From an optimization exercise on the open Yosys and OpenROAD flow, aimed at small area; shortcuts taken in it are not production practice. Only simulation tests tie the RTL to the original design; equivalence was not proved. Power figures rest on the tool's default switching activity, not on a simulated workload.

// themis_core
module themis_core (
    input  wire        clk,
    input  wire        rst,
    input  wire        ev_valid,
    output wire        ev_ready,
    input  wire [25:0] ev_word,
    output reg         tx_valid,
    output wire        tx_bank,
    output wire [15:0] tx_word,
    output wire [1:0]  bank_sel,
    output wire [3:0]  trig,
    output reg  [31:0] overlap_faults
);
    localparam [1:0] ST_IDLE    = 2'd0;
    localparam [1:0] ST_ATTACK  = 2'd1;
    localparam [1:0] ST_DECAY   = 2'd2;
    localparam [1:0] ST_RELEASE = 2'd3;
    localparam [3:0] S_IDLE = 4'd0,  S_INIT = 4'd1,  S_PIT  = 4'd2,  S_VA  = 4'd3,
                     S_VB   = 4'd4,  S_VF   = 4'd5,  S_PRE  = 4'd6,  S_SGN = 4'd7,
                     S_LOAD = 4'd8,  S_EXT  = 4'd9,  S_DIV  = 4'd10, S_OUT = 4'd11;
    reg [6:0] a_att, a_dec, a_rel, f_att, f_dec, f_rel;
    reg [7:0] a_sus, f_sus;
    reg [6:0] a_vs, f_vs, kbd, env_amt, cutoff;
    reg [6:0] kbd0;                  
  ...
==> flow/config.mk <==
export PLATFORM = sky130hd
export DESIGN_NAME = themis_core
export DESIGN_NICKNAME = themis_core
export VERILOG_FILES = /design/flow/design.v
export SDC_FILE = /design/flow/constraint.sdc
export NUM_CORES = 4
export LEC_CHECK = 0
export CAP_MARGIN = 20
export CORE_MARGIN = 2
export CORE_UTILIZATION = 40
export SLEW_MARGIN = 20
export BUFFER_PORTS_ARGS = -buffer_cell sky130_fd_sc_hd__buf_1
export CTS_ARGS = -sink_clustering_enable -repair_clock_nets -dont_use_dummy_load -buf_list sky130_fd_sc_hd__clkbuf_4 -sink_clustering_size 8 -sink_clustering_max_diameter 50
==> flow/constraint.sdc <==
create_clock -name core_clock -period 12.0 [get_ports {clk}]
set_input_delay 2.4000 -clock core_clock [delete_from_list [all_inputs] [get_ports {clk}]]
set_output_delay 2.4000 -clock core_clock [all_outputs]
set_load 0.01 [all_outputs]
standard.sh (not shown) runs the stock make flow with config.mk's settings and CLKGATE_MAP_FILE= SYNTH_SCRIPT=/design/flow/synth_recipe.tcl, a recipe that flattens the netlist after the stock synthesis.
==> flow/flow/run.sh <==
#!/bin/bash
# The standard ORFS layout, with three changes to how it is made:
#  - the combinational logic of the standard synthesis is re-mapped by ABC for
#    area (flow/resyn.ys); every register stays the instance the standard
#    synthesis made, with its name and cell type;
#  - ports are buffered with the smallest buffer;
#  - the clock tree uses clkbuf_4 in clusters of at most 8 sinks, without
#    dummy loads.
# Each tool's output goes to a log file in this folder.
set -euo pipefail
W=$(pwd)
R=$W/orfs/results/sky130hd/themis_core/base
LIB=$FLOW_HOME/platforms/sky130hd/lib/sky130_fd_sc_hd__tt_025C_1v80.lib
YOSYS=$(command -v yosys || echo "$FLOW_HOME/../tools/install/yosys/bin/yosys")
cat >> config.mk <<'CFG'
export BUFFER_PORTS_ARGS = -buffer_cell sky130_fd_sc_hd__buf_1
export CTS_ARGS = -sink_clustering_enable -repair_clock_nets -dont_use_dummy_load -buf_list sky130_fd_sc_hd__clkbuf_4 -sink_clustering_size 8 -sink_clustering_max_diameter 50
CFG
bash standard.sh synth > synth.log 2>&1
cp "$R/1_2_yosys.v" "$W/std_1_2_yosys.v"
sed -e "s#@LIB@#$LIB#g" -e "s#@IN@#$W/std_1_2_yosys.v#" -e "s#@OUT@#$R/1_2_yosys.v#" flow/resyn.ys > resyn.ys
"$YOSYS" -l resyn.log -q resyn.ys > resyn.out 2>&1
rm -f "$R/1_synth.odb"
bash standard.sh > standard.log 2>&1
==> flow/flow/resyn.ys <==
# Re-map the combinational logic of the standard synthesis for area.
# Registers stay the instances the standard synthesis made (same names, same
# cell types); only the logic between them is re-mapped by ABC.
read_liberty -ignore_miss_func @LIB@
setattr -mod -set keep_hierarchy 1 sky130_fd_sc_hd__df* sky130_fd_sc_hd__edf* sky130_fd_sc_hd__sdf* sky130_fd_sc_hd__sedf* sky130_fd_sc_hd__dl*
read_verilog @IN@
hierarchy -top themis_core
flatten
opt -purge
abc -liberty @LIB@ -dont_use *lpflow* -dont_use *probe* -script +strash;ifraig;dc2;dc2;dch,-f;amap,-F,50,-A,30;topo
opt_clean -purge
splitnets
hilomap -singleton -hicell sky130_fd_sc_hd__conb_1 HI -locell sky130_fd_sc_hd__conb_1 LO
insbuf -buf sky130_fd_sc_hd__buf_1 A X
opt_clean -purge
stat -liberty @LIB@
blackbox A:keep_hierarchy
write_verilog -noattr -nohex -nodec @OUT@
Then changed:
--- a/flow/design.v
+++ b/flow/design.v
@@ -40,23 +40,20 @@
     reg       sgn;
     reg       need_init;             
     reg       c1, c2;                
     reg [7:0] acc;                   
     reg       fS, fL, c32;           
     reg [36:0] W;
     reg [7:0]  R;
     assign ev_ready = (st == S_IDLE) || rst;
     assign bank_sel = bs;
     assign trig     = {drum3 != 5'd0, drum2 != 5'd0, drum1 != 5'd0, drum0 != 5'd0};
-    function [4:0] dstep(input [4:0] d);
-        dstep = {d[3:0], (d[4] & d[0]) | (!d[4] & d[3] & !d[0])};
-    endfunction
     wire       accept = ev_valid && ev_ready && !rst;
     wire [1:0] tag    = ev_word[25:24];
     wire [3:0] kind   = ev_word[23:20];
     wire [3:0] chan   = ev_word[19:16];
     wire [7:0] d1     = ev_word[15:8];
     wire [7:0] d2     = ev_word[7:0];
     wire [6:0] cc_val = d2[7] ? 7'd127 : d2[6:0];
     wire ev_midi  = accept && (tag == 2'd0);
     wire ev_tick  = accept && (tag == 2'd1);
     wire ev_done  = accept && (tag == 2'd2);
@@ -366,43 +363,43 @@
             bs <= 2'b00;
             overlap_faults <= 32'd0;
             tx_valid <= 1'b0;
             need_init <= 1'b1;
             st <= S_IDLE;
         end else begin
             case (st)
                 S_IDLE: begin
                     go <= bc31;
                     if (ev_tick) begin
-                        drum0 <= dstep(drum0);
-                        drum1 <= dstep(drum1);
-                        drum2 <= dstep(drum2);
-                        drum3 <= dstep(drum3);
+                        if (drum0 != 5'd0) drum0 <= drum0 - 5'd1;
+                        if (drum1 != 5'd0) drum1 <= drum1 - 5'd1;
+                        if (drum2 != 5'd0) drum2 <= drum2 - 5'd1;
+                        if (drum3 != 5'd0) drum3 <= drum3 - 5'd1;
                         ep    <= phase[1:0];
                         phase <= (phase == 5'd19) ? 5'd0 : phase + 5'd1;
                         if (phase == 5'd0 || phase == 5'd1)
                             st <= S_PIT;
                         else if (phase == 5'd2 && vca_st != ST_IDLE)
                             st <= S_VA;
                         else if (phase == 5'd3 && vcf_st != ST_IDLE) begin
                             job <= 4'd4;     
                             st  <= S_LOAD;
                         end
                     end
                     if (ev_done)
                         bs <= 2'b00;
                     if (is_drum) begin
                         case (d1)
-                            8'd36: drum0 <= 5'd1;
-                            8'd38: drum1 <= 5'd1;
-                            8'd42: drum2 <= 5'd1;
-                            8'd46: drum3 <= 5'd1;
+                            8'd36: drum0 <= 5'd20;
+                            8'd38: drum1 <= 5'd20;
+                            8'd42: drum2 <= 5'd20;
+                            8'd46: drum3 <= 5'd20;
                             default: ;
                         endcase
                     end
                     if (is_noteon) begin
                         midi_note <= d1;
                         kbd0      <= kbd;
                         vca_st    <= ST_ATTACK;
                         vcf_st    <= ST_ATTACK;
                         vcf_cnt   <= {1'b0, f_att};
                         job       <= 4'd2;
The new run completed with no timing, DRC or antenna violations.
Routed wire length is higher by 1.1%.
Synthesized cell count is higher by 2.0%.
Clock power went up by about 0.7%.
Clock-buffer cell count is unchanged.
Core utilization hardly moves.
Cell area rose by 0.36%.
Flip-flop and latch count stays the same.

## port drivers added, routing unchanged
No port has a modelled driver above. Below, the same layouts with a new extraction and two added sets of constraints. Step 1: set_driving_cell puts a clkbuf_16 on clk and a buf_2 on each other input, an assumption about the parent block. Step 2, shift: input delay + t, output delay - t, t = (earliest + latest rising clock arrival at the registers) / 2. This alone moves slack from input paths to output paths. a / b / c = no drivers / after step 1 / after step 2; a / b = the first two.
run | shift t [ns] | slack for setup (ns) | latest minus earliest clock arrival (ns)
the first run | 0.758 | 4.864 / 4.864 / 4.864 | 0.067 / 0.067
the second run | 0.781 | 2.661 / 2.661 / 2.661 | 0.110 / 0.110
After both steps setup and hold are still met in every run listed.
